Background: an optimization exercise with open tools, aiming at small area, a short achievable clock period and few clock cycles per item. Do not read the settings as production practice.
Function was checked by simulation only, so behaviour that the tests miss may differ from the original.
The flow treats the clock pin as an ideal source, which a real chip does not have.
Power figures rest on the tool's default switching activity, not on a simulated workload.

==> flow/design.v (excerpt) <==
module quik_frame_parser (
    input  wire         clk,
    input  wire         rst_n,
    input  wire         start_valid,
    output wire         start_ready,
    input  wire [15:0]  start_len,
    input  wire         in_valid,
    output wire         in_ready,
    input  wire [7:0]   in_data,
    output wire         out_valid,
    input  wire         out_ready,
    output wire [2:0]   out_res,
    output wire [4:0]   out_kind,
    output wire [61:0]  out_type,
    output wire [61:0]  out_f0,
    output wire [61:0]  out_f1,
    output wire [61:0]  out_f2,
    output wire [61:0]  out_f3,
    output wire [61:0]  out_f4,
    output wire [61:0]  out_f5,
    output wire [61:0]  out_f6,
    output wire         out_fin,
    output wire         out_off_p,
    output wire         out_len_p,
    output wire         out_ecn_p,
    output wire         out_ft_p,
    output wire [15:0]  out_data_start,
    output wire [15:0]  out_data_len,
    output wire [4:0]   out_cid_len,
    output wire [159:0] out_cid,
    output wire [127:0] out_srt,
    output wire [63:0]  out_pdata,
    output wire [2:0]   out_err_kind,
    output wire [7:0]   out_err_sub,
    output wire [15:0]  out_err_pos
);
    localparam [2:0] RES_FRAME = 3'd1, RES_END = 3'd2, RES_ERROR = 3'd3, RES_RANGE = 3'd4;
    localparam [3:0] S_IDLE  = 4'd0,    
                     S_TYPE  = 4'd1,    
                     S_VAR   = 4'd2,    
  ...
Size: ~3,300 cells after synthesis, about 560 flip-flops, ~960 I/O pins, roughly 31,000 sq um of cells after synthesis.
clock: 10.0 ns
lec_check: 0
cap_margin: 20
core_margin: 2
core_utilization: 40
slew_margin: 20
standard.sh (not shown) runs the stock make flow with config.mk's settings and CLKGATE_MAP_FILE= SYNTH_SCRIPT=/design/flow/synth_recipe.tcl, a recipe that flattens the netlist after the stock synthesis.
==> flow/flow/run.sh <==
#!/bin/bash
# Standard ORFS layout, with the port buffers made of sky130_fd_sc_hd__buf_1 instead of
# the buffer buffer_ports would pick by itself; the input port buffers are then made
# sky130_fd_sc_hd__buf_4 after global placement (flow/post_gp.tcl).
set -euo pipefail
export BUFFER_PORTS_ARGS="-buffer_cell sky130_fd_sc_hd__buf_1"
export POST_GLOBAL_PLACE_TCL="$(pwd)/flow/post_gp.tcl"
bash standard.sh synth > synth.log 2>&1
bash standard.sh > layout.log 2>&1
==> flow/flow/post_gp.tcl <==
# Give the input ports a stronger buffer than the output ports: each input fans out
# to many cells, each output drives only its pin's load.
set n 0
foreach inst [get_cells input*] {
  if { [get_property $inst ref_name] == "sky130_fd_sc_hd__buf_1" } {
    replace_cell $inst sky130_fd_sc_hd__buf_4
    incr n
  }
}
puts "post_gp.tcl: resized $n input buffers to buf_4"
Testbench counts at the start, summed over its fixed seeds: cycles 166,662, bytes 160,634.
Then changed:
- SETUP_SLACK_MARGIN: default -> 5
The changed run completed without violations.
Count of clock-buffer cells in the layout stays the same.
Via count goes down by 0.47%.
Fmax goes up by 4.8%.
Cell area stays flat.
Register-to-register slack gets better by 0.18 ns.
First-iteration DRC count goes up by 2.3%.
Total power hardly moves.
Combinational power stays flat.
Worst setup slack gets better by 0.24 ns.
Worst hold slack gets better by 0.0035 ns.
Routed wire length barely changes.

* * *

lane 1:
Another version of the RTL of quik_frame_parser (not shown whole).
Size in the first run: ~560 flip-flops, roughly 960 I/O pins, about 0.031 mm2 of cells after synthesis.
Settings: LEC_CHECK=0, CAP_MARGIN=20, CORE_MARGIN=2, CORE_UTILIZATION=40, SETUP_SLACK_MARGIN=5, SLEW_MARGIN=20; clock period 10.0 ns.
==> flow/flow/run.sh <==
#!/bin/bash
# Standard ORFS layout, with:
#  - the port buffers made of sky130_fd_sc_hd__buf_1 instead of the buffer buffer_ports
#    would pick by itself, and the input port buffers then made sky130_fd_sc_hd__buf_4
#    after global placement (flow/post_gp.tcl);
#  - one more setup repair after CTS and after global routing toward a tighter target
#    (flow/post_cts.tcl, flow/post_grt.tcl).
set -euo pipefail
export BUFFER_PORTS_ARGS="-buffer_cell sky130_fd_sc_hd__buf_1"
export POST_GLOBAL_PLACE_TCL="$(pwd)/flow/post_gp.tcl"
export POST_CTS_TCL="$(pwd)/flow/post_cts.tcl"
export POST_GLOBAL_ROUTE_TCL="$(pwd)/flow/post_grt.tcl"
bash standard.sh synth > synth.log 2>&1
bash standard.sh > layout.log 2>&1
==> flow/flow/post_cts.tcl <==
repair_timing -setup -setup_margin 7.0 -repair_tns 0 -verbose
detailed_placement
check_placement -verbose
==> flow/flow/post_grt.tcl <==
# After global routing, repair setup timing once more with global-route parasitics
# toward the same tighter target, then re-legalize and re-route the changed nets.
estimate_parasitics -global_routing
repair_timing -setup -setup_margin 7.0 -repair_tns 0 -verbose
repair_timing -hold -hold_margin 0.05 -verbose
global_route -start_incremental
detailed_placement
global_route -end_incremental
check_placement -verbose
estimate_parasitics -global_routing
Scripts as last shown in full above: flow/flow/post_gp.tcl
Testbench counts of lane 1, summed over its fixed seeds: cycles 166,662, bytes 160,634.
#### Input delta (lane 2 over lane 1)
==> flow/flow/post_cts.tcl <==
repair_timing -setup -setup_margin 6.5 -repair_tns 0 -verbose
detailed_placement
check_placement -verbose
-- flow/flow/post_grt.tcl --
<<< lane 1, line 3
estimate_parasitics -global_routing
repair_timing -setup -setup_margin 7.0 -repair_tns 0 -verbose
repair_timing -hold -hold_margin 0.05 -verbose
>>> lane 2, line 3
estimate_parasitics -global_routing
repair_timing -setup -setup_margin 6.5 -repair_tns 0 -verbose
repair_timing -hold -hold_margin 0.05 -verbose
Results
As far as placed instance count goes, lane 2 and lane 1 are indistinguishable; the numbers are identical. Lane 2 -> lane 1: share of flip-flops with an asynchronous set or reset after synthesis delta 0, exact match. Comparing lane 2 against lane 1, there is no change at all in post-synthesis sequential element count. As far as die extent in y goes, lane 1 and lane 2 are indistinguishable; the numbers are identical. Diff lane 2..lane 1 | total met2 wirelength after detailed routing | unchanged. Lane 2 and lane 1 ended up with roughly the same sum of net half-perimeters after detailed placement. Comparing lane 1 against lane 2, there is no change at all in final-stage net count. For number of placement rows, lane 1 and lane 2 come out practically identical.

## static timing again, ports no longer ideal
The flow's constraints put no driver on any port. The routed layouts listed below were extracted and timed again, unchanged, in two steps.
Step 1 (the two cells are an assumption about what drives the block):
set clk [get_ports {clk}]
set_driving_cell -lib_cell sky130_fd_sc_hd__clkbuf_16 $clk
set_driving_cell -lib_cell sky130_fd_sc_hd__buf_2 [delete_from_list [all_inputs] $clk]
Step 2 moves the port delays by t, midway between the first and last clock arrival at a register: inputs arrive t later, outputs are due t later. That takes back most of the time a late clock gives input paths.
Three values: no drivers, after step 1, after step 2; two values: the first two.
| run | t (ns) | setup WS [ns] | clock arrival spread, ns |
|---|---|---|---|
| the first run of note 1 | 0.706 | 4.786 / 4.714 / 4.844 | 0.069 / 0.069 |
| the second run of note 1 | 0.705 | 5.024 / 4.952 / 4.824 | 0.074 / 0.074 |
| lane 1 | 0.726 | 5.772 / 5.697 / 4.970 | 0.052 / 0.051 |
| lane 2 | 0.726 | 5.772 / 5.697 / 4.970 | 0.052 / 0.051 |
After both steps setup and hold are still met in every run listed.
